Context: an optimization exercise on an open-source flow, tuned for small area, a short achievable clock period and few clock cycles. The choices shown serve that exercise and are no tape-out recipe. Where RTL was checked, it was by simulation tests only, not by an equivalence proof against the original. Function not checked in runs 3 to 5: the RTL went through the layout flow alone. Power figures rest on the tool's default switching activity, not on a simulated workload.

==> design.v <==
module baton_relay_core (
    input  wire        clk,
    input  wire        rst,
    input  wire [63:0] cfg_turns_required,
    input  wire        cmd_valid,
    output wire        cmd_ready,
    input  wire [1:0]  cmd_op,
    input  wire [7:0]  cmd_seed,
    input  wire        rx_valid,
    output wire        rx_ready,
    input  wire [63:0] rx_data,
    input  wire [3:0]  rx_len,
    input  wire        rx_fin,
    input  wire        offer_valid,
    output wire        offer_ready,
    input  wire [15:0] offer_len,
    output wire        tx_valid,
    input  wire        tx_ready,
    output wire [63:0] tx_data,
    output wire [3:0]  tx_len,
    output wire        tx_fin,
    output wire        tx_last,
    output wire        idle,
    output wire [2:0]  state,
    output wire        role,
    output wire [7:0]  baton_out,
    output wire [7:0]  baton_in,
    output wire [63:0] turn_count,
    output wire [63:0] rx_byte_count,
    output wire [2:0]  close_code,
    output wire        dgram_ready,
    output wire [7:0]  dgram_value
);
    localparam OP_ACCEPT   = 2'd0;
    localparam OP_CONNECT  = 2'd1;
    localparam OP_DEREG    = 2'd2;
    localparam OP_TIMEOUT  = 2'd3;
    localparam S_IDLE   = 3'd0;
    localparam S_READY  = 3'd1;
    localparam S_SENT   = 3'd2;
    localparam S_DONE   = 3'd3;
    localparam S_CLOSED = 3'd5;
    localparam [2:0] C_SUCCESS   = 3'd0;
    localparam [2:0] C_MALFORMED = 3'd2;
    localparam [2:0] C_TIMEOUT   = 3'd4;
    localparam [2:0] C_NONE      = 3'd7;
    localparam [2:0] D_IDLE  = 3'd0;   
    localparam [2:0] D_LEN2  = 3'd1;   
    localparam [2:0] D_BODY  = 3'd2;   
    localparam [2:0] D_DONE  = 3'd3;   
    localparam [2:0] D_BAD   = 3'd4;   
    localparam [2:0] D_SPLIT = 3'd5;   
    reg [2:0]  st;
    reg        role_r;
    reg [7:0]  baton_out_r;
    reg [7:0]  baton_in_r;
    reg        first_seen;
    reg [63:1] tc_hi;
    reg        tc_lo;
    reg [63:0] rx_bytes;
    reg [2:0]  cc;
    reg        dgram_ready_r;
    reg [7:0]  dgram_value_r;
    reg [63:1] rq;              
    reg        rc;              
    reg        r257;            
    reg        reached;         
    reg        cmd_seen;
    reg [1:0]  c_op;
    reg        c_seed_ok;
    reg [2:0]  dph;
    reg [14:0] rem;             
    reg        rx_pre;          
    reg        rx_ok;           
    reg        send_q;          
    reg [14:0] fl;              
    reg        tx_busy;
    reg        last_r;          
    reg [3:0]  len_r;           
    reg        fin_r;           
    reg [7:0]  bmask;           
    reg [15:0] w;               
    reg [1:0]  hdr;             
    reg        turn_chk;
    reg        turn_fin;
    reg [7:1]  tc_cin;
    reg [7:1]  rb_cin;
    reg        idle_r;
    assign idle          = idle_r;
    assign cmd_ready     = idle_r && cmd_seen;
    assign rx_ready      = idle_r && rx_ok;
    assign offer_ready   = idle_r;
    assign state         = st;
    assign role          = role_r;
    assign baton_out     = baton_out_r;
    assign baton_in      = baton_in_r;
    assign turn_count    = {tc_hi, tc_lo};
    assign rx_byte_count = rx_bytes;
    assign close_code    = cc;
    assign dgram_ready   = dgram_ready_r;
    assign dgram_value   = dgram_value_r;
    genvar g;
    generate
        for (g = 2; g < 8; g = g + 1) begin : lane
            assign tx_data[g*8 +: 8] = bmask[g] ? baton_out_r : 8'd0;
        end
    endgenerate
    assign tx_data[7:0]  = (bmask[0] ? baton_out_r : 8'd0) |
                           {1'b0, hdr[1], {6{hdr[0] | hdr[1]}}};
    assign tx_data[15:8] = (bmask[1] ? baton_out_r : 8'd0) | {8{hdr[1]}};
    assign tx_valid = tx_busy;
    assign tx_len   = len_r;
    assign tx_fin   = fin_r;
    assign tx_last  = last_r;
    wire active = (st != S_IDLE) && (st != S_CLOSED);
    wire cmd_look = idle_r && cmd_valid && !cmd_seen;
    wire cmd_go   = idle_r && cmd_seen;
    wire rx_look  = idle_r && !cmd_valid && rx_valid && !rx_ok;
    wire rx_go    = idle_r && !cmd_valid && rx_valid && rx_ok;
    wire offer_go = idle_r && !cmd_valid && !rx_valid && offer_valid;
    wire beat_go  = tx_busy && tx_ready;
    wire c_start    = (c_op == OP_ACCEPT || c_op == OP_CONNECT) && st == S_IDLE &&
                      (c_op == OP_CONNECT || c_seed_ok);
    wire c_dereg    = (c_op == OP_DEREG) && st != S_IDLE;
    wire c_timeout  = (c_op == OP_TIMEOUT) && active;
    wire [63:0] cfg = cfg_turns_required;
    wire [15:0] m = offer_len;
    wire        offer_writes = active && send_q && (m != 16'd0);
    wire        choose = (fl == 15'd0);
    wire        bo_zero = (baton_out_r == 8'd0);
    wire        m_one = (m == 16'd1);
    wire [14:0] len_choice = bo_zero ? 15'd2 : m_one ? 15'd65 : 15'd16386;
    wire        fl_le8 = (fl[14:4] == 11'd0) && (fl[3:0] <= 4'd8);
    wire        L_le8 = choose ? bo_zero : fl_le8;
    wire [3:0]  L_c = choose ? (bo_zero ? 4'd2 : 4'd8) : (fl_le8 ? fl[3:0] : 4'd8);
    wire        m_big = (m[15:4] != 12'd0);
    wire        m_ge_L = m_big || (m[3:0] >= L_c);       
    wire [3:0]  len1 = m_ge_L ? L_c : m[3:0];
    wire        last1 = (!m_big && m[3:0] <= 4'd8) || L_le8;
    wire        fin1 = L_le8 && m_ge_L;
    wire        w_le16  = (w[15:5] == 11'd0) && (!w[4] || w[3:0] == 4'd0);
    wire        fl_le16 = (fl[14:5] == 10'd0) && (!fl[4] || fl[3:0] == 4'd0);
    wire [3:0]  w_nx  = w_le16 ? w[3:0] - 4'd8 : 4'd8;
    wire [3:0]  fl_nx = fl_le16 ? fl[3:0] - 4'd8 : 4'd8;
    wire        fl_first_n = (fl_nx <= w_nx);
    wire [7:0]  b0 = rx_data[7:0];
    wire [7:0]  b1 = rx_data[15:8];
    wire [3:0]  n  = rx_len;
    wire        rx_n0 = (n == 4'd0);
    wire        rem_small = (rem[14:3] == 12'd0);
    wire        has_baton = rem_small && ({1'b0, rem[2:0]} < n);
    wire        extra     = rem_small && ({1'b0, rem[2:0]} + 4'd1 < n);
    wire [7:0]  rx_baton  = rx_data[rem[2:0]*8 +: 8];
    wire [14:0] rem_next  = rem - {11'd0, n};
    wire [7:0]  b          = baton_in_r;
    wire [7:0]  b_plus1    = b + 8'd1;
    wire [7:0]  b_corrupt  = b + 8'd31;
    wire        seq_error  = first_seen && (b != baton_out_r + 8'd1);
    wire [4:0]  m7a        = {2'd0, b[2:0]} + {2'd0, b[5:3]} + {3'd0, b[7:6]};
    wire [3:0]  m7b        = {1'b0, m7a[2:0]} + {2'd0, m7a[4:3]};
    wire        arm_dgram  = role_r ? (m7b == 4'd1 || m7b == 4'd8)
                                    : (m7b == 4'd0 || m7b == 4'd7);
    wire        k_eq_rq    = (tc_hi == rq);
    wire        reached_k  = reached || k_eq_rq;           
    wire        terminal   = rc ? reached : reached_k;    
    wire        k_ge2      = (tc_hi[63:2] != 62'd0);
    wire        k_ge3      = (tc_hi[63:3] != 61'd0) || (tc_hi[2] && tc_hi[1]);
    wire        corrupting = r257 && (role_r ? k_ge3 : k_ge2);    
    wire [4:0]  rxb_lo = {1'b0, rx_bytes[3:0]} + {1'b0, n};
    reg [2:0]  st_n;
    reg        role_n;
    reg [7:0]  bo_n;
    reg [7:0]  bi_n;
    reg        fs_n;
    reg [63:1] tc_hi_n;
    reg        tc_lo_n;
    reg [63:0] rxb_n;
    reg [2:0]  cc_n;
    reg        dr_n;
    reg [7:0]  dv_n;
    reg        cmd_seen_n;
    reg [2:0]  dph_n;
    reg [14:0] rem_n;
    reg        rx_pre_n;
    reg        send_q_n;
    reg [14:0] fl_n;
    reg        tx_busy_n;
    reg        last_n;
    reg [3:0]  len_n;
    reg        fin_n;
    reg [7:0]  bmask_n;
    reg [15:0] w_n;
    reg [1:0]  hdr_n;
    reg        turn_chk_n;
    reg        turn_fin_n;
    reg [7:1]  tc_cin_n;
    reg [7:1]  rb_cin_n;
    reg        reached_n;
    reg        load_cfg;
    integer i, j;
    always @(*) begin
        st_n       = st;
        role_n     = role_r;
        bo_n       = baton_out_r;
        bi_n       = baton_in_r;
        fs_n       = first_seen;
        tc_hi_n    = tc_hi;
        tc_lo_n    = tc_lo;
        rxb_n      = rx_bytes;
        cc_n       = cc;
        dr_n       = dgram_ready_r;
        dv_n       = dgram_value_r;
        cmd_seen_n = cmd_seen;
        dph_n      = dph;
        rem_n      = rem;
        rx_pre_n   = rx_pre;
        send_q_n   = send_q;
        fl_n       = fl;
        tx_busy_n  = tx_busy;
        last_n     = last_r;
        len_n      = len_r;
        fin_n      = fin_r;
        bmask_n    = bmask;
        w_n        = w;
        hdr_n      = hdr;
        turn_chk_n = 1'b0;
        turn_fin_n = turn_fin;
        tc_cin_n   = 7'd0;
        rb_cin_n   = 7'd0;
        reached_n  = reached;
        load_cfg   = 1'b0;
        if (cmd_look)
            cmd_seen_n = 1'b1;
        if (cmd_go) begin
            cmd_seen_n = 1'b0;
            if (c_start) begin
                st_n     = S_READY;
                role_n   = (c_op == OP_CONNECT);
                bo_n     = (c_op == OP_ACCEPT) ? cmd_seed : 8'd0;
                bi_n     = 8'd0;
                fs_n     = 1'b0;
                load_cfg = 1'b1;
                reached_n = (cfg[63:1] == 63'd0);
                tc_hi_n  = 63'd0;
                tc_lo_n  = (c_op == OP_ACCEPT);
                rxb_n    = 64'd0;
                cc_n     = C_NONE;
                dr_n     = 1'b0;
                dv_n     = 8'd0;
                dph_n    = D_IDLE;
                fl_n     = 15'd0;
                send_q_n = (c_op == OP_ACCEPT);
            end
            if (c_dereg) begin
                if (role_r) begin
                    st_n = S_CLOSED;
                end else begin
                    st_n     = S_IDLE;
                    role_n   = 1'b0;
                    bo_n     = 8'd0;
                    bi_n     = 8'd0;
                    fs_n     = 1'b0;
                    tc_hi_n  = 63'd0;
                    tc_lo_n  = 1'b0;
                    rxb_n    = 64'd0;
                    cc_n     = C_NONE;
                    dr_n     = 1'b0;
                    dv_n     = 8'd0;
                    dph_n    = D_IDLE;
                    send_q_n = 1'b0;
                    fl_n     = 15'd0;
                end
            end
            if (c_timeout) begin
                st_n = S_CLOSED;
                cc_n = C_TIMEOUT;
            end
        end
        if (rx_look) begin
            rx_pre_n = 1'b1;
            if (!rx_n0) begin
                if (dph == D_LEN2) begin
                    rem_n = {1'b0, rem[13:8], b0} + 15'd1;
                    dph_n = D_BODY;
                end else if (b0[7]) begin
                    dph_n = D_BAD;
                end else if (!b0[6]) begin
                    rem_n = {9'd0, b0[5:0]} + 15'd1;
                    dph_n = D_BODY;
                end else if (n != 4'd1) begin
                    rem_n = {1'b0, b0[5:0], b1} + 15'd2;
                    dph_n = D_BODY;
                end else begin
                    rem_n[13:8] = b0[5:0];
                    dph_n = D_SPLIT;
                end
            end
        end
        if (rx_go)
            rx_pre_n = 1'b0;
        if (rx_go && active) begin
            rxb_n[3:0] = rxb_lo[3:0];
            if (rxb_lo[4]) begin
                rxb_n[11:4] = rx_bytes[11:4] + 8'd1;
                rb_cin_n[1] = (rx_bytes[11:4] == 8'hff);
            end
            case (dph)
            D_BODY: begin
                if (rx_n0) begin
                    if (rx_fin) begin
                        st_n = S_CLOSED;
                        cc_n = C_MALFORMED;
                    end
                end else if (has_baton) begin
                    bi_n  = rx_baton;
                    dph_n = D_DONE;
                    if (extra) begin
                        st_n = S_CLOSED;
                        cc_n = C_MALFORMED;
                    end else begin
                        turn_chk_n = 1'b1;
                    end
                end else begin
                    rem_n = rem_next;
                    if (rx_fin) begin
                        st_n = S_CLOSED;
                        cc_n = C_MALFORMED;
                    end
                end
            end
            D_DONE: begin
                if (!rx_n0) begin
                    st_n = S_CLOSED;
                    cc_n = C_MALFORMED;
                end
            end
            D_LEN2: begin
                if (rx_fin) begin
                    st_n = S_CLOSED;
                    cc_n = C_MALFORMED;
                end
            end
            D_BAD: begin
                st_n = S_CLOSED;
                cc_n = C_MALFORMED;
            end
            D_SPLIT: begin
                dph_n = D_LEN2;
                if (rx_fin) begin
                    st_n = S_CLOSED;
                    cc_n = C_MALFORMED;
                end
            end
            default: begin
            end
            endcase
        end
        for (j = 1; j < 7; j = j + 1) begin
            if (rb_cin[j]) begin
                rxb_n[j*8+4 +: 8] = rx_bytes[j*8+4 +: 8] + 8'd1;
                rb_cin_n[j+1] = (rx_bytes[j*8+4 +: 8] == 8'hff);
            end
        end
        if (rb_cin[7])
            rxb_n[63:60] = rx_bytes[63:60] + 4'd1;
        if (offer_go) begin
            tx_busy_n = 1'b1;
            hdr_n     = 2'b00;
            if (offer_writes) begin
                w_n    = m;
                len_n  = len1;
                last_n = last1;
                fin_n  = fin1;
                for (i = 0; i < 8; i = i + 1)
                    bmask_n[i] = fin1 && (i + 1 >= L_c);
                if (choose) begin
                    fl_n  = len_choice;
                    hdr_n = bo_zero ? 2'b00 : m_one ? 2'b01 : 2'b10;
                end
            end else begin
                len_n   = 4'd0;
                last_n  = 1'b1;
                fin_n   = 1'b0;
                bmask_n = 8'd0;
            end
        end
        if (beat_go) begin
            hdr_n = 2'b00;
            if (last_r) begin
                tx_busy_n = 1'b0;
                if (fin_r) begin
                    fl_n     = 15'd0;
                    send_q_n = 1'b0;
                    dph_n    = D_IDLE;
                    if (st != S_DONE)
                        st_n = S_SENT;
                end else begin
                    fl_n = fl - {11'd0, len_r};
                end
            end else begin
                w_n[15:3]  = w[15:3] - 13'd1;
                fl_n[14:3] = fl[14:3] - 12'd1;
                last_n     = w_le16 || fl_le16;
                len_n      = fl_first_n ? fl_nx : w_nx;
                fin_n      = fl_le16 && fl_first_n;
                for (i = 0; i < 8; i = i + 1)
                    bmask_n[i] = fl_le16 && fl_first_n && (i + 1 >= fl_nx);
            end
        end
        if (turn_chk) begin
            if (b == 8'd0) begin
                st_n = S_CLOSED;
                cc_n = C_SUCCESS;
            end else if (seq_error) begin
                st_n = S_CLOSED;
                cc_n = C_MALFORMED;
            end else begin
                fs_n = 1'b1;
                if (arm_dgram) begin
                    dr_n = 1'b1;
                    dv_n = b;
                end
                tc_hi_n[8:1] = tc_hi[8:1] + 8'd1;
                tc_cin_n[1]  = (tc_hi[8:1] == 8'hff);
                turn_fin_n   = 1'b1;
            end
        end
        for (j = 1; j < 7; j = j + 1) begin
            if (tc_cin[j]) begin
                tc_hi_n[j*8+1 +: 8] = tc_hi[j*8+1 +: 8] + 8'd1;
                tc_cin_n[j+1] = (tc_hi[j*8+1 +: 8] == 8'hff);
            end
        end
        if (tc_cin[7])
            tc_hi_n[63:57] = tc_hi[63:57] + 7'd1;
        if (turn_fin && tc_cin == 7'd0) begin
            turn_fin_n = 1'b0;
            reached_n  = reached_k;
            if (terminal) begin
                bo_n = 8'd0;
                st_n = S_DONE;
            end else if (corrupting) begin
                bo_n = (b_corrupt == 8'd0) ? 8'd1 : b_corrupt;
                st_n = S_SENT;
            end else begin
                bo_n = b_plus1;
                st_n = S_SENT;
            end
            send_q_n = 1'b1;
            fl_n     = 15'd0;
        end
        if (rst) begin
            st_n       = S_IDLE;
            role_n     = 1'b0;
            bo_n       = 8'd0;
            bi_n       = 8'd0;
            fs_n       = 1'b0;
            tc_hi_n    = 63'd0;
            tc_lo_n    = 1'b0;
            rxb_n      = 64'd0;
            cc_n       = C_NONE;
            dr_n       = 1'b0;
            dv_n       = 8'd0;
            cmd_seen_n = 1'b0;
            dph_n      = D_IDLE;
            rx_pre_n   = 1'b0;
            send_q_n   = 1'b0;
            fl_n       = 15'd0;
            tx_busy_n  = 1'b0;
            turn_chk_n = 1'b0;
            turn_fin_n = 1'b0;
            tc_cin_n   = 7'd0;
            rb_cin_n   = 7'd0;
        end
    end
    wire active_n = (st_n != S_IDLE) && (st_n != S_CLOSED);
    always @(posedge clk) begin
        st            <= st_n;
        role_r        <= role_n;
        baton_out_r   <= bo_n;
        baton_in_r    <= bi_n;
        first_seen    <= fs_n;
        tc_hi         <= tc_hi_n;
        tc_lo         <= tc_lo_n;
        rx_bytes      <= rxb_n;
        cc            <= cc_n;
        dgram_ready_r <= dr_n;
        dgram_value_r <= dv_n;
        cmd_seen      <= cmd_seen_n;
        dph           <= dph_n;
        rem           <= rem_n;
        rx_pre        <= rx_pre_n;
        send_q        <= send_q_n;
        fl            <= fl_n;
        tx_busy       <= tx_busy_n;
        last_r        <= last_n;
        len_r         <= len_n;
        fin_r         <= fin_n;
        bmask         <= bmask_n;
        w             <= w_n;
        hdr           <= hdr_n;
        turn_chk      <= turn_chk_n;
        turn_fin      <= turn_fin_n;
        tc_cin        <= tc_cin_n;
        rb_cin        <= rb_cin_n;
        reached       <= reached_n;
        idle_r        <= !(tx_busy_n || turn_chk_n || turn_fin_n || rb_cin_n != 7'd0);
        rx_ok         <= !active_n || dph_n == D_BODY || dph_n == D_DONE || rx_pre_n;
        if (cmd_look) begin
            c_op      <= cmd_op;
            c_seed_ok <= (cmd_seed != 8'd0) && (!cmd_seed[7] || cmd_seed[6:0] == 7'd0);
        end
        if (load_cfg) begin
            rq   <= cfg[63:1];
            rc   <= (c_op == OP_CONNECT) || cfg[0];
            r257 <= (cfg == 64'd257);
        end
    end
endmodule
==> flow/run.sh <==
#!/bin/bash
# Standard layout, with every port buffered by the smallest buffer instead of
# the flow's default choice. Full make output goes to standard.log.
set -euo pipefail
export BUFFER_PORTS_ARGS="-buffer_cell sky130_fd_sc_hd__buf_1"
bash standard.sh finish > standard.log 2>&1
==> standard.sh <==
#!/bin/bash
# synth_recipe.tcl (not shown) runs the flow's synth.tcl, then flattens the netlist and writes it again
# the make line also repeats each setting of config.mk as NAME=value (left out here)
make -C /OpenROAD-flow-scripts/flow DESIGN_CONFIG=/design/flow/config.mk WORK_HOME=/design/flow/orfs CLKGATE_MAP_FILE= SYNTH_SCRIPT=/design/flow/synth_recipe.tcl "${@:-finish}"
==> config.mk <==
export PLATFORM = sky130hd
export DESIGN_NAME = baton_relay_core
export DESIGN_NICKNAME = baton_relay_core
export VERILOG_FILES = /design/flow/design.v
export SDC_FILE = /design/flow/constraint.sdc
export NUM_CORES = 4
export LEC_CHECK = 0
export CAP_MARGIN = 20
export CORE_MARGIN = 2
export CORE_UTILIZATION = 40
export SETUP_SLACK_MARGIN = 5.0
export SLEW_MARGIN = 20
==> constraint.sdc <==
create_clock -name core_clock -period 8.0 [get_ports {clk}]
set_input_delay 1.6000 -clock core_clock [delete_from_list [all_inputs] [get_ports {clk}]]
set_output_delay 1.6000 -clock core_clock [all_outputs]
set_load 0.01 [all_outputs]
==> impl_metrics.toml, run 1 <==
[run_status]
status = "complete, no violations"

[setup_path]
startpoint_type = "register"
worst_r2r_path_depth = 15
crit_type = "register to register"
cp.arrival_ps = 3840
crit_chain = "inv_2 > ha_4 > or4b_4 > nor4_4 > a21oi_2 > nor3_2 > inv_2 > ha_4 > a21o_1 > a21o_1 > a211oi_4 > buf_6 > mux2_4 > a221oi_2 > a21oi_1"
endpoint_kind = "register"
cpMaxStageDelayCell = "or4b_4"
r2r-start = "baton_out_r[0]"
cp_data_required_time_ps = 8420
crit_start = "baton_out_r[0]"
timing.rr.end = "len_r[0]"
worst_path_largest_cell_delay_ps = 490
reg2reg_slack_ps = 4580
worstPathMaxFanout = 3

[clock_tree]
clock-sinks = 317
cts_root_buf = "clkbuf_16"
ctsHoldBuffers = 0
cts_tree = "built"
numCtsBuffers = 39
htree_levels = 2
clk_pin_slew_ps = 60
clk_latency_ps = 550
cts_buffer_depth = 3

[route]
ant_nets = 0
dr.first_iter.drc_count = 1689
drt_first_pass_iters = 6
finalWirelength_um = 66900
routed_via_density = 5.73
vias = 18600
drc_errors = 0
post_drt_wl_per_cell_um = 20.6

[global_routing]
grt_usage = 0.265
grt_max_degree = 82
grt_pass1_wl_um = 98100
overflow = 0
grt_pass1_vias = 16700
antenna_found_initial = 1

[placement]
port_buffers = 399
place_area_sq_um = 20600
placed_cells = 3061
dp_hpwl_um = 47100
globalplace.congestion = 0.910
dp_slack_ps = 3670

[cells_and_area]
drive_gt1_frac = 0.182
area_growth_pct = 30.5
seq_area_sq_um = 7140
finalNetCount = 2844
final_common_cell = "buf_1"
fin_area_sq_um = 23900
multiInputGateArea_sq_um = 11500
num-fill-cells = 4241
layout_common_cells = "buf_1 (343), nor2_1 (268), dfxtp_1 (214), nand2_1 (159), a21oi_1 (135)"
instances_no_fill = 3241

[yosys]
synth_mux_area_frac = 0.0306
synthCells = 2165
syn-num-nets = 2400
syn_avg_cell_area_sq_um = 8.47
yosys.area_share.simple = 0.252
ys_warn_count = 1
synth_top_family_by_area = "simple AND/OR/NAND/NOR gates"
synthArstFlopShare = 0
synth_edf_count = 72
synthDistinctLibCells = 85
yosysSeqAreaShare = 0.385
ys_ff_latch = 317
yosys_most_used_dff = "dfxtp_1"
synthAdderAreaFrac = 0.0506
synth-compound-area-share = 0.163
syn_area_sq_um = 18300
synthXorXnorAreaFrac = 0.0773

[sta]
final_max_slew_viol_count = 0
max_freq_mhz = 293
finalCriticalPeriod_ps = 3420
hold_viol_final = 0
worst_pin_slew_ps = 1030
rsz0062_at_grt = "yes"
fin_crit_sh = 0.427
fin_worst_skew_ps = 18.3
slew_headroom = 0.310
finalSetupViolCount = 0
setup_tns_ps = 0
hold_slack_ps = 486
fin_ws_ps = 4580

[power]
peakVddDrop_mv = 0.140
leakagePower_uw = 0.00862
power_density_nw_per_um2 = 187

[floorplan]
die_w_um = 218
initial_utilization = 0.405
dieArea_sq_um = 47600
die-height_um = 218
coreArea_sq_um = 45300
pin_count = 400
placementRows = 78

[worst_hold_path]
holdCritStartpoint = "rx_bytes[35]"
holdPathEnd = "rb_cin[4]"
hold_depth = 2
hp-class = "register to register"

[run]
max_cap_viol_count = 0
worst max-delay path by stage:
stage / to / depth (start not counted)
detailed placement: fl[11] / 8
global route: len_r[0] / 15
floorplan: bmask[2] / 18
global placement: bmask[2] / 15
finish: len_r[0] / 15
CTS: len_r[0] / 15
per-layer routing:
metal / part of all wire / routed length [um] / track usage / up-vias
met1: 0.43 / 28500 / 0.358 / 8895
met4: 0.030 / 2020 / 0.0884 / 0
met3: 0.082 / 5520 / 0.0565 / 118
met5: 0 / 0 / 0 / -
li1: - / - / - / 8761
met2: 0.46 / 30800 / 0.421 / 808
power by group:
group	leakage, uW	internal (uW)	total (uW)	switching, uW
combinational	0.00533	413	883	470
clock	0.000642	1060	1770	712
sequential	0.00265	1700	1830	124
total	0.00862	3170	4480	1310
layout make-up:
| cell class | instances | share of cell area |
|---|---|---|
| antenna | 2 | 0.000209 |
| multi-input combinational | 1658 | 0.481 |
| clock buffer | 56 | 0.0508 |
| tap | 600 | 0.0314 |
| clock inverter | 15 | 0.00355 |
| inverter | 74 | 0.0126 |
| timing repair buffer | 519 | 0.122 |
| sequential | 317 | 0.298 |
sequential cells by signal, indices dropped and copies added, names as in the netlist, 2 cells and up:
register       flops
rx_bytes          64
rq                63
tc_hi             63
w                 16
fl                15
rem               15
baton_in_r         8
baton_out_r        8
bmask              8
dgram_value_r      8
rb_cin             7
tc_cin             7
len_r              4
cc                 3
dph                3
st                 3
c_op               2
hdr                2
logic make-up (layout without fill, tap and decap cells):
logic type,after synthesis,count (layout)
simple gates,923,923
compound gates,464,467
flops,317,317
buf+inv,193,664
xor+xnor,162,162
fa+ha+maj,70,70
mux,36,36
other cells,0,2
per-stage QoR:
step                 util  total power (uW)
finish              0.529              4480
global route        0.529              4650
global placement    0.456              2540
detailed placement  0.456              2550
CTS                 0.508              4420
floorplan               -              2330
what timing repair did:
| action | CTS | global route |
|---|---|---|
| pin swaps | 37 | 53 |
| cloned | 4 | 2 |
| gates resized for setup | 145 | 176 |
| endpoints found under the setup margin | 261 | 148 |
| buffers inserted | 65 | 36 |
synth_stat cells, drive strengths merged (6+ instances only):
| cell type | n | area (sq um) |
|---|---|---|
| a21o | 23 | 173 |
| inv | 74 | 278 |
| dfxtp | 245 | 4900 |
| clkbuf | 98 | 369 |
| nor3b | 8 | 60.1 |
| o21bai | 11 | 82.6 |
| mux4 | 16 | 360 |
| and3 | 35 | 219 |
| o211ai | 17 | 128 |
| nor2b | 20 | 125 |
| o221ai | 7 | 61.3 |
| nand3 | 76 | 380 |
| a41oi | 8 | 70.1 |
| a311oi | 18 | 164 |
| a211oi | 21 | 158 |
| or2 | 9 | 56.3 |
| buf | 21 | 110 |
| nor4b | 6 | 52.6 |
| nor2 | 282 | 1060 |
| a31oi | 25 | 171 |
| a221oi | 11 | 96.3 |
| nor4 | 53 | 338 |
| a21oi | 156 | 792 |
| o21ai | 97 | 485 |
| and2 | 59 | 369 |
| xnor2 | 102 | 893 |
| or3 | 18 | 113 |
| a22oi | 8 | 60.1 |
| xor2 | 60 | 526 |
| nor3 | 65 | 330 |
| fa | 7 | 140 |
| nand3b | 19 | 143 |
| nand2b | 17 | 106 |
| edfxtp | 72 | 2160 |
| mux2i | 19 | 190 |
| o21a | 13 | 98.9 |
| ha | 63 | 788 |
| nand2 | 169 | 634 |
| nand4 | 66 | 413 |
worst max-delay path: cells and delay by family (launching register included):
| family | cells | cell delay, ps |
|---|---|---|
| compound gates | 6 | 1030 |
| buf+inv | 3 | 310 |
| fa+ha+maj | 2 | 330 |
| flops | 1 | 360 |
| mux | 1 | 300 |
| simple gates | 3 | 950 |
Testbench counts, summed over its fixed seeds: cycles 196,263.
==> run 2, diff against run 1 <==
--- a/config.mk
+++ b/config.mk
@@ -9,4 +9,4 @@
 export CORE_MARGIN = 2
 export CORE_UTILIZATION = 40
-export SETUP_SLACK_MARGIN = 5.0
+export SETUP_SLACK_MARGIN = 4.5
 export SLEW_MARGIN = 20
==> run 2 against run 1 <==
Compared with the run above: still clean; total power down 5.7%; critical path depth down 2; global-route usage down 1.4 points; wire length down 7.2%; critical path type unchanged; largest power group unchanged; highest routed layer unchanged.
==> impl_metrics.toml, run 2 <==
[route]
finalWirelength_um = 62100
vias = 17900
drc_errors = 0
drt_first_pass_iters = 5
wl_met3_um = 4650
dr.first_iter.drc_count = 1604
met1_length_um = 26900
ant_nets = 0
wl_met2_um = 28800
post_drt_wl_per_cell_um = 19.7
topRoutingLayerUsed = "met4"
routed_via_density = 5.70

[worst_hold_path]
hp-class = "register to register"

[placement]
port_buffers = 399
dp_slack_ps = 3440
globalplace.congestion = 0.928
dp_hpwl_um = 45500

[floorplan]
dieArea_sq_um = 47600
die-height_um = 218
placementRows = 78
coreArea_sq_um = 45300
die_w_um = 218
initial_utilization = 0.405
pin_count = 400

[yosys]
synthDistinctLibCells = 85
synth.area.top_cells = "dfxtp_1 (27%), edfxtp_1 (12%), nor2_1 (5.8%), xnor2_1 (4.9%), ha_1 (4.3%)"
synthCells = 2165
ys_ff_latch = 317
syn_avg_cell_area_sq_um = 8.47
synthArstFlopShare = 0
ys_warn_count = 1
yosysMostFrequentCell = "nor2_1"
synth_top_area_cell = "dfxtp_1"
synth_edf_count = 72
syn-num-nets = 2400
yosys-top-cells-count = "nor2_1 (282), dfxtp_1 (245), nand2_1 (169)"
yosysSeqAreaShare = 0.385
yosys_most_used_dff = "dfxtp_1"
syn_area_sq_um = 18300
yosysTopAreaCellShare = 0.267

[clock_tree]
clock-sinks = 317
cts_buffer_depth = 3
htree_levels = 2
numCtsBuffers = 37
cts_tree = "built"
clk_latency_ps = 550
cts_root_buf = "clkbuf_16"
clk_pin_slew_ps = 60
ctsHoldBuffers = 0

[sta]
max_freq_mhz = 294
finalCriticalPeriod_ps = 3400
hold_viol_final = 0
fin_worst_skew_ps = 23.4
finalSetupViolCount = 0
fin_crit_sh = 0.425
slew_headroom = 0.298
worst_pin_slew_ps = 1050
rsz0062_at_grt = "yes"
setup_tns_ps = 0
fin_ws_ps = 4600
final_max_slew_viol_count = 0

[setup_path]
cp_data_required_time_ps = 8460
endpoint_kind = "register"
startpoint_type = "register"
cp.arrival_ps = 3860
reg2reg_slack_ps = 4600
worstPathMaxFanout = 7
crit_type = "register to register"

[power]
peakVddDrop_mv = 0.198
leakagePower_uw = 0.00767
power_density_nw_per_um2 = 192

[cells_and_area]
finalNetCount = 2756
largest_registers = "rx_bytes: 64 flops, rq: 63 flops, tc_hi: 63 flops"
antenna_cells = 0
final_common_cell = "buf_1"
seq_area_sq_um = 7110
area_growth_pct = 19.9
layout_common_cells = "buf_1 (395), nor2_1 (279), dfxtp_1 (226), nand2_1 (165), a21oi_1 (148)"
multiInputGateArea_sq_um = 10900
largest_register_ffs = 64
largest-register = "rx_bytes"
num-fill-cells = 4424
drive_gt1_frac = 0.0836

[run_status]
status = "complete, no violations"

[global_routing]
grt_max_degree = 68
grt_pass1_wl_um = 94400
antenna_found_initial = 0
grt_usage = 0.251
grt_pass1_vias = 16500
overflow = 0

[run]
max_cap_viol_count = 0
[run 2: cell counts after synthesis]
Identical to the previous run, type by type.
[run 2: kinds of logic (layout without fill, tap and decap cells)]
group	Yosys count	count (layout)	synth area share
buffers and inverters	193	573	0.0413
AND/OR/NAND/NOR	923	923	0.252
multiplexers	36	36	0.0306
adder cells (fa/ha/maj)	70	70	0.0506
XOR/XNOR	162	162	0.0773
flip-flops	317	317	0.385
AO/OA/AOI/OAI	464	466	0.163
[run 2: metrics by stage]
step	power, uW	std cells	cell area (sq um)	hold WS, ps	utilization
after CTS	4220	3128	21700	476	0.479
final	4230	3147	22000	468	0.486
after floorplan	2310	2165	18400	436	-
after global placement	2500	3055	20300	456	0.447
after global routing	4410	3147	22000	480	0.486
after detailed placement	2510	3055	20300	462	0.447
[run 2: path summary, 6_finish.rpt]
kind                            cells after the start  endpoint   start
worst min register to register                      1     tc_lo   tc_lo
worst max register to register                     13  bmask[1]  fl[10]
worst min-delay path                                1     tc_lo   tc_lo
worst max-delay path                               13  bmask[1]  fl[10]
[run 2: power breakdown]
group | switching [uW] | internal (uW) | total [uW] | leakage [uW]
sequential | 125 | 1700 | 1830 | 0.00265
combinational | 391 | 319 | 710 | 0.00444
clock | 699 | 989 | 1690 | 0.000577
[run 2: final cells by class]
| class | count | share of cell area |
|---|---|---|
| repair buffers | 434 | 0.0804 |
| inverters | 74 | 0.0126 |
| clock buffers | 49 | 0.0460 |
| clock inverters | 16 | 0.00825 |
| flip-flops and latches | 317 | 0.323 |
| well taps | 600 | 0.0341 |
| multi-input cells | 1657 | 0.495 |
[run 2: critical path: stages, from the launching register on]
cell	delay [ps]
dfxtp_2	350
or4_4	570
nor3_4	210
and4_4	270
and2_4	180
ha_1	250
nor2b_1	140
o21a_1	180
o21a_1	200
o21ai_4	210
and2_4	200
nand3_4	120
a311o_1	350
o21ai_1	80
[run 2: repair_timing]
| item | CTS | global route |
|---|---|---|
| pin swaps | 7 | 22 |
| endpoints found under the setup margin | 55 | 61 |
| resized for setup | 45 | 48 |
| setup buffers | 7 | 18 |
| cloned | 1 | 1 |
[run 2: metal layers]
layer  global-route usage  vias to the layer above
li1                     -                     8557
met1                0.342                     8569
met2                0.407                      699
met3               0.0387                      113
met4               0.0810                        0
met5                    0                        -
==> run 3, diff against run 2 <==
--- a/design.v
+++ b/design.v
@@ -84,10 +84,13 @@
     reg        turn_chk;
     reg        turn_fin;
+    reg        arm_r;           
     reg [7:1]  tc_cin;
     reg [7:1]  rb_cin;
     reg        idle_r;
+    reg        cmd_rdy;
+    reg        rx_rdy;
     assign idle          = idle_r;
-    assign cmd_ready     = idle_r && cmd_seen;
-    assign rx_ready      = idle_r && rx_ok;
+    assign cmd_ready     = cmd_rdy;        
+    assign rx_ready      = rx_rdy;         
     assign offer_ready   = idle_r;
     assign state         = st;
@@ -141,7 +144,8 @@
     wire        w_le16  = (w[15:5] == 11'd0) && (!w[4] || w[3:0] == 4'd0);
     wire        fl_le16 = (fl[14:5] == 10'd0) && (!fl[4] || fl[3:0] == 4'd0);
-    wire [3:0]  w_nx  = w_le16 ? w[3:0] - 4'd8 : 4'd8;
-    wire [3:0]  fl_nx = fl_le16 ? fl[3:0] - 4'd8 : 4'd8;
-    wire        fl_first_n = (fl_nx <= w_nx);
+    wire [3:0]  w_nx  = w[4] ? 4'd8 : {1'b0, w[2:0]};
+    wire [3:0]  fl_nx = fl[4] ? 4'd8 : {1'b0, fl[2:0]};
+    wire        w_ge17 = !w_le16;
+    wire        fin_nx = fl_le16 && (w_ge17 || fl[4:0] <= w[4:0]);    
     wire [7:0]  b0 = rx_data[7:0];
     wire [7:0]  b1 = rx_data[15:8];
@@ -198,4 +202,5 @@
     reg        reached_n;
     reg        load_cfg;
+    reg        rx_ok_n;
     integer i, j;
     always @(*) begin
@@ -230,8 +235,10 @@
         reached_n  = reached;
         load_cfg   = 1'b0;
+        rx_ok_n    = rx_ok;
         if (cmd_look)
             cmd_seen_n = 1'b1;
         if (cmd_go) begin
             cmd_seen_n = 1'b0;
+            rx_ok_n    = !c_start && (rx_ok || c_dereg || c_timeout);
             if (c_start) begin
                 st_n     = S_READY;
@@ -279,4 +286,5 @@
         if (rx_look) begin
             rx_pre_n = 1'b1;
+            rx_ok_n  = 1'b1;
             if (!rx_n0) begin
                 if (dph == D_LEN2) begin
@@ -297,6 +305,9 @@
             end
         end
-        if (rx_go)
+        if (rx_go) begin
             rx_pre_n = 1'b0;
+            rx_ok_n  = !(active && (dph == D_IDLE ||
+                                    ((dph == D_LEN2 || dph == D_SPLIT) && !rx_fin)));
+        end
         if (rx_go && active) begin
             rxb_n[3:0] = rxb_lo[3:0];
@@ -390,4 +401,5 @@
                 tx_busy_n = 1'b0;
                 if (fin_r) begin
+                    rx_ok_n  = 1'b0;
                     fl_n     = 15'd0;
                     send_q_n = 1'b0;
@@ -402,8 +414,8 @@
                 fl_n[14:3] = fl[14:3] - 12'd1;
                 last_n     = w_le16 || fl_le16;
-                len_n      = fl_first_n ? fl_nx : w_nx;
-                fin_n      = fl_le16 && fl_first_n;
+                len_n      = fin_nx ? fl_nx : w_le16 ? w_nx : 4'd8;
+                fin_n      = fin_nx;
                 for (i = 0; i < 8; i = i + 1)
-                    bmask_n[i] = fl_le16 && fl_first_n && (i + 1 >= fl_nx);
+                    bmask_n[i] = fin_nx && (fl[4] ? (i == 7) : (i + 1 >= fl[2:0]));
             end
         end
@@ -417,8 +429,4 @@
             end else begin
                 fs_n = 1'b1;
-                if (arm_dgram) begin
-                    dr_n = 1'b1;
-                    dv_n = b;
-                end
                 tc_hi_n[8:1] = tc_hi[8:1] + 8'd1;
                 tc_cin_n[1]  = (tc_hi[8:1] == 8'hff);
@@ -437,4 +445,8 @@
             turn_fin_n = 1'b0;
             reached_n  = reached_k;
+            if (arm_r) begin
+                dr_n = 1'b1;
+                dv_n = b;
+            end
             if (terminal) begin
                 bo_n = 8'd0;
@@ -472,7 +484,8 @@
             tc_cin_n   = 7'd0;
             rb_cin_n   = 7'd0;
+            rx_ok_n    = 1'b1;
         end
     end
-    wire active_n = (st_n != S_IDLE) && (st_n != S_CLOSED);
+    wire idle_n = !(tx_busy_n || turn_chk_n || turn_fin_n || rb_cin_n != 7'd0);
     always @(posedge clk) begin
         st            <= st_n;
@@ -505,6 +518,9 @@
         rb_cin        <= rb_cin_n;
         reached       <= reached_n;
-        idle_r        <= !(tx_busy_n || turn_chk_n || turn_fin_n || rb_cin_n != 7'd0);
-        rx_ok         <= !active_n || dph_n == D_BODY || dph_n == D_DONE || rx_pre_n;
+        arm_r         <= arm_dgram;
+        idle_r        <= idle_n;
+        rx_ok         <= rx_ok_n;
+        cmd_rdy       <= idle_n && cmd_seen_n;
+        rx_rdy        <= idle_n && rx_ok_n;
         if (cmd_look) begin
             c_op      <= cmd_op;
--- a/config.mk
+++ b/config.mk
@@ -9,4 +9,4 @@
 export CORE_MARGIN = 2
 export CORE_UTILIZATION = 40
-export SETUP_SLACK_MARGIN = 4.5
+export SETUP_SLACK_MARGIN = 4.9
 export SLEW_MARGIN = 20
==> run 3 against run 2 <==
Compared with the run above: still clean on timing, DRC and antenna; cell count fell by 0.16%; worst setup slack lost 130 ps; sequential power barely moved; synthesized area about the same; non-clock buffer count is 21 higher; flip-flop and latch count is 2 higher; cell area is 2.2% higher; sequential share of layout area fell by 0.47 points; via count about the same; clock-buffer cell count rose by 4; combinational power fell by 14%; largest cell class unchanged.
==> impl_metrics.toml, run 3 <==
[power]
peakVddDrop_mv = 0.163
leakagePower_uw = 0.00814
power_density_nw_per_um2 = 181

[worst_hold_path]
hp-class = "register to register"
hold_depth = 2
holdCritStartpoint = "w[14]"
holdPathEnd = "w[14]"

[placement]
port_buffers = 399
globalplace.congestion = 0.904
dp_hpwl_um = 46000
placed_cells = 3024
dp_slack_ps = 3830

[global_routing]
grt_usage = 0.252
grt_pass1_wl_um = 94500
grt_max_degree = 69
overflow = 0
grt_pass1_vias = 16800
antenna_found_initial = 1

[yosys]
synthArstFlopShare = 0
yosysSeqAreaShare = 0.388
yosysMostFrequentCell = "nor2_1"
yosys_most_used_dff = "dfxtp_1"
yosysTopAreaCellShare = 0.270
syn_area_sq_um = 18300
synth.area.top_cells = "dfxtp_1 (27%), edfxtp_1 (12%), nor2_1 (5.2%), xor2_1 (4.7%), ha_1 (4.4%)"
ys_warn_count = 1
synthCells = 2136
syn_avg_cell_area_sq_um = 8.59
synth_top_area_cell = "dfxtp_1"
syn-num-nets = 2372
ys_ff_latch = 319
synth_edf_count = 72
yosys-top-cells-count = "nor2_1 (256), dfxtp_1 (247), nand2_1 (164)"
synthDistinctLibCells = 91

[route]
drc_errors = 0
finalWirelength_um = 62600
vias = 17900
ant_nets = 0
drt_first_pass_iters = 7
routed_via_density = 5.71
dr.first_iter.drc_count = 1131
post_drt_wl_per_cell_um = 19.9

[sta]
fin_worst_skew_ps = 20.5
fin_crit_sh = 0.442
finalSetupViolCount = 0
setup_tns_ps = 0
hold_slack_ps = 463
fin_ws_ps = 4470
finalCriticalPeriod_ps = 3530
hold_viol_final = 0
rsz0062_at_grt = "yes"
worst_pin_slew_ps = 936
final_max_slew_viol_count = 0
slew_headroom = 0.376
max_freq_mhz = 283

[floorplan]
die-height_um = 218
dieArea_sq_um = 47600
pin_count = 400
coreArea_sq_um = 45300
placementRows = 78
die_w_um = 218
initial_utilization = 0.405

[cells_and_area]
instances_no_fill = 3142
area_growth_pct = 22.6
drive_gt1_frac = 0.108
final_common_cell = "buf_1"
largest_registers = "rx_bytes: 64 flops, rq: 63 flops, tc_hi: 63 flops"
largest-register = "rx_bytes"
seq_area_sq_um = 7160
layout_common_cells = "buf_1 (391), nor2_1 (250), dfxtp_1 (224), nand2_1 (159), a21oi_1 (132)"
num-fill-cells = 4351
finalNetCount = 2747
largest_register_ffs = 64
fin_util = 0.497
multiInputGateArea_sq_um = 11100

[run]
max_cap_viol_count = 0

[setup_path]
reg2reg_slack_ps = 4470
startpoint_type = "register"
endpoint_kind = "register"
timing.rr.end = "bmask[7]"
cp_data_required_time_ps = 8470
cp.arrival_ps = 4010
crit_type = "register to register"
worst_r2r_path_depth = 12
worstPathMaxFanout = 6
r2r-start = "fl[9]"

[clock_tree]
clk_pin_slew_ps = 50
cts_tree = "built"
cts_buffer_depth = 3
cts_root_buf = "clkbuf_16"
numCtsBuffers = 39
clock-sinks = 319
htree_levels = 2
clk_latency_ps = 560

[run_status]
status = "complete, no violations"
==> run 3: logic make-up (layout without fill, tap and decap cells) <==
family	count (synthesis)	count (layout)	synth area share
fa+ha+maj	71	71	0.0513
buf+inv	194	595	0.0416
compound gates	459	459	0.162
xor+xnor	158	158	0.0755
simple gates	893	895	0.248
flops	319	319	0.388
other cells	0	3	0
mux	42	42	0.0342
==> run 3: final cells by class <==
type	count	share of cell area
antenna	3	0.000334
clock buffer	53	0.0466
tap	600	0.0334
sequential	319	0.318
clock inverter	16	0.00495
inverter	71	0.0127
multi-input combinational	1625	0.494
timing repair buffer	455	0.0896
==> run 3: worst max-delay path: stages, from the launching register on <==
cell	delay, ps
dfxtp_4	340
or4_4	530
or4_4	520
buf_4	190
nor4_4	320
nor3_1	130
ha_1	340
a211oi_4	90
buf_4	150
buf_6	110
nand3b_1	160
or4_1	410
a22oi_1	160
==> run 3: layer usage <==
layer / wire length (um) / share of wire / global-route usage / up-vias
met3: 4100 / 0.065 / 0.0420 / 103
li1: - / - / - / 8522
met2: 30400 / 0.48 / 0.434 / 672
met4: 1880 / 0.030 / 0.0857 / 2
met1: 26300 / 0.42 / 0.320 / 8646
met5: 13 / 0.00021 / 0 / -
==> run 3: power breakdown <==
part           internal, uW  switching [uW]  leakage, uW
Combinational           278             337      0.00491
Sequential             1710             106      0.00266
Clock                   950             704     0.000568
Total                  2930            1150      0.00814
==> run 3: through the flow <==
step / area [sq um] / total power (uW)
2_1_floorplan: 18800 / 2230
3_3_place_gp: 20600 / 2390
3_5_place_dp: 20600 / 2400
4_1_cts: 22100 / 4090
5_1_grt: 22500 / 4250
6_report: 22500 / 4080
==> run 3: worst max-delay path by stage <==
| stage | start | endpoint | slack, ps |
|---|---|---|---|
| floorplan | fl[8] | len_r[0] | 4380 |
| global placement | rx_len[1] | rem[13] | 3870 |
| detailed placement | rst | rx_rdy | 3830 |
| CTS | fl[9] | bmask[5] | 4360 |
| global route | fl[9] | bmask[7] | 4320 |
| finish | fl[9] | bmask[7] | 4470 |
==> run 3: what timing repair did <==
item                                    CTS  global route
buffers inserted                         15            28
pin swaps                                11            27
endpoints found under the setup margin  135           113
hold buffers                              0             0
resized for setup                        45            52
gates cloned                              1             2
==> run 4, diff against run 3 <==
--- a/config.mk
+++ b/config.mk
@@ -9,4 +9,4 @@
 export CORE_MARGIN = 2
 export CORE_UTILIZATION = 40
-export SETUP_SLACK_MARGIN = 4.9
+export SETUP_SLACK_MARGIN = 4.5
 export SLEW_MARGIN = 20
==> run 4 against run 3 <==
Compared with the run above: still clean; worst setup slack got worse by 68 ps; sequential share of layout area rose by 0.57 points; clock-buffer cell count rose by 4; critical endpoint is now bmask[4].
==> impl_metrics.toml, run 4 <==
[cells_and_area]
layout_common_cells = "buf_1 (396), nor2_1 (254), dfxtp_1 (237), nand2_1 (163), a21oi_1 (140)"
drive_gt1_frac = 0.0779
finalNetCount = 2722
largest_registers = "rx_bytes: 64 flops, rq: 63 flops, tc_hi: 63 flops"
area_growth_pct = 19.9
largest-register = "rx_bytes"
final_common_cell = "buf_1"
largest_register_ffs = 64

[clock_tree]
cts_root_buf = "clkbuf_16"
cts_tree = "built"
htree_levels = 2
clk_latency_ps = 570
clk_pin_slew_ps = 50
numCtsBuffers = 39
clock-sinks = 319
cts_buffer_depth = 3
ctsHoldBuffers = 0

[yosys]
syn-num-nets = 2372
syn_area_sq_um = 18300
syn_avg_cell_area_sq_um = 8.59
synth_top_area_cell = "dfxtp_1"
synthCells = 2136
synth.area.top_cells = "dfxtp_1 (27%), edfxtp_1 (12%), nor2_1 (5.2%), xor2_1 (4.7%), ha_1 (4.4%)"
yosys-top-cells-count = "nor2_1 (256), dfxtp_1 (247), nand2_1 (164)"
yosysSeqAreaShare = 0.388
synth_edf_count = 72
yosys_most_used_dff = "dfxtp_1"
synthArstFlopShare = 0
yosysTopAreaCellShare = 0.270
synthDistinctLibCells = 91
ys_ff_latch = 319
yosysMostFrequentCell = "nor2_1"
ys_warn_count = 1

[setup_path]
cp.depth = 12
cp_data_required_time_ps = 8410
worst_r2r_path_depth = 12
crit_type = "register to register"
worst_path_largest_cell_delay_ps = 530
reg2reg_slack_ps = 4400
crit_start = "fl[9]"
crit_chain = "or4_4 > or4_4 > nor4_4 > ha_1 > nand2b_4 > a21o_1 > a21o_1 > a211oi_4 > buf_4 > and4b_2 > a221oi_2 > a21oi_1"
r2r-start = "fl[9]"
worst-path-buf-inv = 1
cpMaxStageDelayCell = "or4_4"
endpoint_kind = "register"
worstPathMaxFanout = 6
timing.rr.end = "bmask[4]"
cp.arrival_ps = 4020
startpoint_type = "register"
cp_top_family = "simple AND/OR/NAND/NOR gates"
worstSetupEndpoint = "bmask[4]"

[global_routing]
grt_usage = 0.253
overflow = 0
grt_pass1_wl_um = 94000
antenna_found_initial = 1
grt_pass1_vias = 16200
grt_max_degree = 74

[sta]
setup_tns_ps = 0
fin_worst_skew_ps = 32.7
fin_ws_ps = 4400
slew_headroom = 0.345
rsz0062_at_grt = "yes"
final_max_slew_viol_count = 0
max_freq_mhz = 278
finalSetupViolCount = 0
fin_crit_sh = 0.450
finalCriticalPeriod_ps = 3600
hold_viol_final = 0
worst_pin_slew_ps = 974

[route]
post_drt_wl_per_cell_um = 20.0
dr.first_iter.drc_count = 1458
drt_first_pass_iters = 5
routed_via_density = 5.73
ant_nets = 0
vias = 17900
finalWirelength_um = 62300
drc_errors = 0

[placement]
globalplace.congestion = 0.927
dp_hpwl_um = 45700
dp_slack_ps = 3530
port_buffers = 399

[power]
p_sw_uw = 1160
swShare = 0.277
p_seq_frac = 0.435
power_density_nw_per_um2 = 189
clockPowerShare = 0.424
p_comb_frac = 0.141
leakagePower_uw = 0.00793
cell_internal_pwr_uw = 3010
peakVddDrop_mv = 0.150

[floorplan]
placementRows = 78
dieArea_sq_um = 47600
coreArea_sq_um = 45300
die-height_um = 218
die_w_um = 218
pin_count = 400
initial_utilization = 0.405

[run_status]
status = "complete, no violations"

[run]
max_cap_viol_count = 0

[worst_hold_path]
hold_depth = 2
hp-class = "register to register"
[run 4: cell counts after synthesis]
Identical to the previous run, type by type.
[run 4: cells by family (layout without fill, tap and decap cells)]
logic type | Yosys count | count (layout) | share of synthesized area
other | 0 | 1 | 0
xor gates and xnor gates | 158 | 158 | 0.0755
buffers and inverters | 194 | 573 | 0.0416
muxes | 42 | 42 | 0.0342
AOI/OAI and AO/OA | 459 | 459 | 0.162
DFF | 319 | 319 | 0.388
and+or+nand+nor | 893 | 893 | 0.248
adders and majority gates | 71 | 71 | 0.0513
[run 4: worst reg2reg max path, delay by kind of cell (launching register included)]
family                     cells  cell delay (ps)
and+or+nand+nor                5             1760
AOI/OAI and AO/OA              5              910
DFF                            1              340
adders and majority gates      1              310
buffers and inverters          1              160
[run 4: repair_timing]
action                     4_1_cts  5_1_grt
pin swaps                       14        9
hold endpoints to repair         0        0
resized for setup               21       23
setup buffers                   11       11
setup endpoints to repair       53       50
[run 4: through the flow]
| stage | cells | instance area (sq um) | total power, uW | util | hold WS [ps] |
|---|---|---|---|---|---|
| 2_1_floorplan | 2136 | 18500 | 2210 | - | 432 |
| 3_3_place_gp | 3023 | 20400 | 2380 | 0.450 | 446 |
| 3_5_place_dp | 3023 | 20400 | 2390 | 0.450 | 448 |
| 4_1_cts | 3104 | 21800 | 4180 | 0.481 | 455 |
| 5_1_grt | 3115 | 22000 | 4330 | 0.486 | 490 |
| 6_report | 3116 | 22000 | 4170 | 0.486 | 452 |
[run 4: power by group through the flow]
| stage | clock [uW] | sequential [uW] | combinational [uW] |
|---|---|---|---|
| 2_1_floorplan | 0 | 1790 | 422 |
| 4_1_cts | 1810 | 1810 | 562 |
| 6_report | 1760 | 1810 | 588 |
| 5_1_grt | 1860 | 1820 | 647 |
| 3_5_place_dp | 0 | 1850 | 544 |
| 3_3_place_gp | 0 | 1840 | 537 |
[run 4: worst min-delay path by stage]
stage                         to   start  slack, ps
after floorplan            w[14]   w[14]        430
after global placement    hdr[0]  hdr[0]        450
after detailed placement  hdr[0]  hdr[0]        450
after CTS                 hdr[0]  hdr[0]        460
after global routing      hdr[0]  hdr[0]        490
final                     hdr[0]  hdr[0]        450
[run 4: area by class of cell]
cell class	instances	area (sq um)
Sequential cell	319	7130
Tap cell	600	751
Inverter	71	287
Multi-Input combinational cell	1623	10800
Timing Repair Buffer	432	1760
Clock buffer	57	1080
Antenna cell	1	2.50
Fill cell	4386	23300
Clock inverter	13	174
[run 4: per-layer routing]
layer | up-vias | global-route usage | routed length [um] | share of wire
met4 | 0 | 0.105 | 2520 | 0.040
li1 | 8460 | - | - | -
met1 | 8530 | 0.337 | 26600 | 0.43
met5 | - | 0 | 0 | 0
met2 | 750 | 0.408 | 28600 | 0.46
met3 | 127 | 0.0386 | 4540 | 0.073
==> run 5, diff against run 4 <==
--- a/design.v
+++ b/design.v
@@ -81,4 +81,7 @@
     reg [7:0]  bmask;           
     reg [15:0] w;               
+    reg        w16;             
+    reg        fl8;             
+    reg        fl16;            
     reg [1:0]  hdr;             
     reg        turn_chk;
@@ -134,5 +137,5 @@
     wire        m_one = (m == 16'd1);
     wire [14:0] len_choice = bo_zero ? 15'd2 : m_one ? 15'd65 : 15'd16386;
-    wire        fl_le8 = (fl[14:4] == 11'd0) && (fl[3:0] <= 4'd8);
+    wire        fl_le8 = fl8;
     wire        L_le8 = choose ? bo_zero : fl_le8;
     wire [3:0]  L_c = choose ? (bo_zero ? 4'd2 : 4'd8) : (fl_le8 ? fl[3:0] : 4'd8);
@@ -142,6 +145,8 @@
     wire        last1 = (!m_big && m[3:0] <= 4'd8) || L_le8;
     wire        fin1 = L_le8 && m_ge_L;
-    wire        w_le16  = (w[15:5] == 11'd0) && (!w[4] || w[3:0] == 4'd0);
-    wire        fl_le16 = (fl[14:5] == 10'd0) && (!fl[4] || fl[3:0] == 4'd0);
+    wire        w_le16  = w16;
+    wire        fl_le16 = fl16;
+    wire        w_le24  = (w[15:5] == 11'd0) && !(w[4] && w[3] && w[2:0] != 3'd0);
+    wire        fl_le24 = (fl[14:5] == 10'd0) && !(fl[4] && fl[3] && fl[2:0] != 3'd0);
     wire [3:0]  w_nx  = w[4] ? 4'd8 : {1'b0, w[2:0]};
     wire [3:0]  fl_nx = fl[4] ? 4'd8 : {1'b0, fl[2:0]};
@@ -156,5 +161,7 @@
     wire        extra     = rem_small && ({1'b0, rem[2:0]} + 4'd1 < n);
     wire [7:0]  rx_baton  = rx_data[rem[2:0]*8 +: 8];
-    wire [14:0] rem_next  = rem - {11'd0, n};
+    wire [4:0]  rem_lo    = {1'b0, rem[3:0]} - {1'b0, n};
+    wire [10:0] rem_hi_m1 = rem[14:4] - 11'd1;
+    wire [14:0] rem_next  = {rem_lo[4] ? rem_hi_m1 : rem[14:4], rem_lo[3:0]};
     wire [7:0]  b          = baton_in_r;
     wire [7:0]  b_plus1    = b + 8'd1;
@@ -203,4 +210,7 @@
     reg        load_cfg;
     reg        rx_ok_n;
+    reg        w16_n;
+    reg        fl8_n;
+    reg        fl16_n;
     integer i, j;
     always @(*) begin
@@ -236,4 +246,7 @@
         load_cfg   = 1'b0;
         rx_ok_n    = rx_ok;
+        w16_n      = w16;
+        fl8_n      = fl8;
+        fl16_n     = fl16;
         if (cmd_look)
             cmd_seen_n = 1'b1;
@@ -257,4 +270,6 @@
                 dph_n    = D_IDLE;
                 fl_n     = 15'd0;
+                fl8_n    = 1'b1;
+                fl16_n   = 1'b1;
                 send_q_n = (c_op == OP_ACCEPT);
             end
@@ -277,4 +292,6 @@
                     send_q_n = 1'b0;
                     fl_n     = 15'd0;
+                    fl8_n    = 1'b1;
+                    fl16_n   = 1'b1;
                 end
             end
@@ -380,4 +397,5 @@
             if (offer_writes) begin
                 w_n    = m;
+                w16_n  = (m[15:5] == 11'd0) && (!m[4] || m[3:0] == 4'd0);
                 len_n  = len1;
                 last_n = last1;
@@ -387,4 +405,6 @@
                 if (choose) begin
                     fl_n  = len_choice;
+                    fl8_n  = bo_zero;
+                    fl16_n = bo_zero;
                     hdr_n = bo_zero ? 2'b00 : m_one ? 2'b01 : 2'b10;
                 end
@@ -403,4 +423,6 @@
                     rx_ok_n  = 1'b0;
                     fl_n     = 15'd0;
+                    fl8_n    = 1'b1;
+                    fl16_n   = 1'b1;
                     send_q_n = 1'b0;
                     dph_n    = D_IDLE;
@@ -408,9 +430,14 @@
                         st_n = S_SENT;
                 end else begin
-                    fl_n = fl - {11'd0, len_r};
+                    fl_n   = fl - {11'd0, len_r};
+                    fl8_n  = (fl_n[14:4] == 11'd0) && (fl_n[3:0] <= 4'd8);
+                    fl16_n = (fl_n[14:5] == 10'd0) && (!fl_n[4] || fl_n[3:0] == 4'd0);
                 end
             end else begin
                 w_n[15:3]  = w[15:3] - 13'd1;
                 fl_n[14:3] = fl[14:3] - 12'd1;
+                w16_n      = w_le24;
+                fl8_n      = fl_le16;
+                fl16_n     = fl_le24;
                 last_n     = w_le16 || fl_le16;
                 len_n      = fin_nx ? fl_nx : w_le16 ? w_nx : 4'd8;
@@ -461,4 +488,6 @@
             send_q_n = 1'b1;
             fl_n     = 15'd0;
+            fl8_n    = 1'b1;
+            fl16_n   = 1'b1;
         end
         if (rst) begin
@@ -479,4 +508,6 @@
             send_q_n   = 1'b0;
             fl_n       = 15'd0;
+            fl8_n    = 1'b1;
+            fl16_n   = 1'b1;
             tx_busy_n  = 1'b0;
             turn_chk_n = 1'b0;
@@ -521,4 +552,7 @@
         idle_r        <= idle_n;
         rx_ok         <= rx_ok_n;
+        w16           <= w16_n;
+        fl8           <= fl8_n;
+        fl16          <= fl16_n;
         cmd_rdy       <= idle_n && cmd_seen_n;
         rx_rdy        <= idle_n && rx_ok_n;
--- a/config.mk
+++ b/config.mk
@@ -9,4 +9,4 @@
 export CORE_MARGIN = 2
 export CORE_UTILIZATION = 40
-export SETUP_SLACK_MARGIN = 4.5
+export SETUP_SLACK_MARGIN = 4.9
 export SLEW_MARGIN = 20
==> run 5 against run 4 <==
Compared with the run above: highest routed layer is now met5; wire length up 3.2%; clock skew is 6.7 ps lower; critical path depth decreased by 4; sequential power rose by 2%; non-clock buffer count grew 11; via count rose by 2.3%; still clean on timing, DRC and antenna; register-to-register slack better by 600 ps; synthesized area rose by 2.5%; critical path type is now input pin to register; sequential share of layout area down 0.26 points.
==> impl_metrics.toml, run 5 <==
[sta]
fin_crit_sh = 0.397
worst_pin_slew_ps = 1000
finalSetupViolCount = 0
final_max_slew_viol_count = 0
finalCriticalPeriod_ps = 3180
hold_viol_final = 0
fin_worst_skew_ps = 26.1
slew_headroom = 0.328
max_freq_mhz = 315
setup_tns_ps = 0
rsz0062_at_grt = "yes"

[route]
topRoutingLayerUsed = "met5"
post_drt_wl_per_cell_um = 20.3
met1_length_um = 27900
vias = 18300
wl_met3_um = 5370
finalWirelength_um = 64300
drt_first_pass_iters = 5
routed_via_density = 5.75
wl_met2_um = 29700
dr.first_iter.drc_count = 1593
ant_nets = 0
drc_errors = 0

[cells_and_area]
finalNetCount = 2779
layout_common_cells = "buf_1 (390), nor2_1 (250), dfxtp_1 (213), nand2_1 (150), a21oi_1 (135)"
seq_area_sq_um = 7350
final_common_cell = "buf_1"
largest_registers = "rx_bytes: 64 flops, rq: 63 flops, tc_hi: 63 flops"
multiInputGateArea_sq_um = 11300
antenna_cells = 0
area_growth_pct = 21.6
largest_register_ffs = 64
num-fill-cells = 4466
drive_gt1_frac = 0.104
fin_util = 0.492
largest-register = "rx_bytes"

[setup_path]
worstPathMaxFanout = 7
r2r-start = "fl[0]"
endpoint_kind = "register"
crit_start = "rx_valid"
startpoint_type = "input pin"
worst_path_largest_cell_delay_ps = 450
cp_data_required_time_ps = 8310
crit_type = "input pin to register"
cp_top_family = "simple AND/OR/NAND/NOR gates"
cp.arrival_ps = 3480
crit_top_cell = "o21ai_1"
crit_chain = "buf_1 > nand3b_1 > nor3_2 > o21ai_0 > nand2_1 > o21ai_1 > a21oi_1 > o21ai_1"
worst-path-buf-inv = 1
cpMaxStageDelayCell = "nor3_2"

[clock_tree]
numCtsBuffers = 37
cts_buffer_depth = 3
clk_pin_slew_ps = 60
clock-sinks = 322
htree_levels = 2
clk_latency_ps = 560
cts_root_buf = "clkbuf_16"
cts_tree = "built"
ctsHoldBuffers = 0

[yosys]
yosys_most_used_dff = "dfxtp_1"
synth_edf_count = 83
synth_mux_area_frac = 0.0321
yosys.area_share.simple = 0.243
syn_area_sq_um = 18800
synthXorXnorAreaFrac = 0.0806
syn-num-nets = 2422
synthAdderAreaFrac = 0.0520
synth.area.top_cells = "dfxtp_1 (25%), edfxtp_1 (13%), xor2_1 (5.8%), nor2_1 (5.3%), ha_1 (4.5%)"
yosys-top-cells-count = "nor2_1 (264), dfxtp_1 (239), nand2_1 (152)"
yosysMostFrequentCell = "nor2_1"
synthCells = 2183
synthDistinctLibCells = 87
syn_avg_cell_area_sq_um = 8.61
synth_top_family_by_area = "simple AND/OR/NAND/NOR gates"
yosysTopAreaCellShare = 0.255
synthArstFlopShare = 0
synth-compound-area-share = 0.162
synth_top_area_cell = "dfxtp_1"
yosysSeqAreaShare = 0.387
ys_warn_count = 1
ys_ff_latch = 322

[placement]
dp_hpwl_um = 47300
globalplace.congestion = 0.912
port_buffers = 399

[worst_hold_path]
hp-class = "register to register"
holdCritStartpoint = "tc_lo"

[global_routing]
grt_pass1_wl_um = 96100
grt_pass1_vias = 16600
grt_max_degree = 70
grt_usage = 0.253
antenna_found_initial = 1
overflow = 0

[floorplan]
coreArea_sq_um = 46500
pin_count = 400
dieArea_sq_um = 48700
placementRows = 79
die-height_um = 221
die_w_um = 221
initial_utilization = 0.405

[run]
max_cap_viol_count = 0

[run_status]
status = "complete, no violations"

[power]
leakagePower_uw = 0.00844
peakVddDrop_mv = 0.203
power_density_nw_per_um2 = 190
finalPower_uw = 4340
## run 5: cell count changes after synthesis, moves of 12 or more
cell,delta
a31oi_1,+12
o211ai_1,+13
o21bai_1,+13
nand2_1,-12
xor2_1,+26
## run 5: what timing repair did
action | 4_1_cts | 5_1_grt
resized for setup | 69 | 62
setup buffers | 15 | 18
gates cloned | 1 | 1
pin swaps | 12 | 24
endpoints found under the setup margin | 184 | 94
## run 5: kinds of logic (layout without fill, tap and decap cells)
group / Yosys count / count (layout)
AND/OR/NAND/NOR: 902 / 902
buffers and inverters: 204 / 589
multiplexers: 40 / 40
flip-flops: 322 / 322
XOR/XNOR: 173 / 173
adder cells (fa/ha/maj): 74 / 74
AO/OA/AOI/OAI: 468 / 469
## run 5: path summary, 6_finish.rpt
check | end | cells past startpoint | slack [ps]
max | rem[6] | 8 | 4820
min | tc_lo | 2 | 460
max reg2reg | bmask[0] | 10 | 5000
min reg2reg | tc_lo | 2 | 460
## run 5: through the flow
step	worst slack (ps)	hold slack [ps]	cells	instance area [sq um]
5_1_grt	4790	495	3176	22900
2_1_floorplan	4510	436	2183	19100
3_3_place_gp	3700	444	3073	20900
3_5_place_dp	3600	457	3073	20900
4_1_cts	4850	465	3157	22500
6_report	4820	458	3176	22900
## run 5: final cells by class
cell class,instances,area share
clock buffer,63,0.0515
clock inverter,5,0.00317
inverter,78,0.0136
multi-input combinational,1658,0.492
sequential,322,0.322
tap,607,0.0332
timing repair buffer,443,0.0846
## run 5: worst register-to-register path, stage by stage, from the launching register on
cell and delay [ps]:
dfxtp_4 360, or3_4 380, or3_4 410, or2_4 270, a21o_1 180, and2_1 160, ha_1 280, a211o_4 370
and4_4 210, a32oi_1 180, o21ai_1 90
## run 5: power by group
part	internal [uW]	total [uW]	switching, uW
sequential	1740	1850	116
clock	1040	1750	712
combinational	321	743	422
## run 5: per-layer routing
metal / global-route usage / vias to the layer above
li1: - / 8662
met1: 0.351 / 8732
met2: 0.402 / 781
met3: 0.0469 / 94
met4: 0.0720 / 2
met5: 0 / -

## what the ideal ports hide
In the flow no input, the clock included, has a driving cell. The finished layouts below were timed again as built, in two steps. Step 1, drivers: a clkbuf_16 drives clk and a buf_2 each remaining input, both assumed. Step 2, shift: input delay + t, output delay - t, t = (earliest + latest rising clock arrival at the registers) / 2. This alone moves slack from input paths to output paths. Slacks: ideal / step 1 / step 2; pairs: ideal / step 1.
run | t, ns | setup slack, ns | worst setup path at the end | worst register clock-pin slew, ns | pins driven straight from the clock port
run 1 | 0.603 | 4.582 / 4.582 / 4.158 | input to register | 0.06 / 0.06 | 1
run 2 | 0.595 | 4.598 / 4.598 / 4.025 | input to register | 0.06 / 0.06 | 1
run 3 | 0.605 | 4.465 / 4.465 / 4.179 | input to register | 0.06 / 0.06 | 1
run 4 | 0.616 | 4.397 / 4.397 / 4.017 | input to register | 0.06 / 0.06 | 1
run 5 | 0.601 | 4.822 / 4.841 / 4.240 | input to register | 0.06 / 0.06 | 1
After both steps every run listed still meets setup and hold. The setup slack of run 5, which loses most, moves by +0.019 ns with the drivers and by -0.582 ns with both steps.
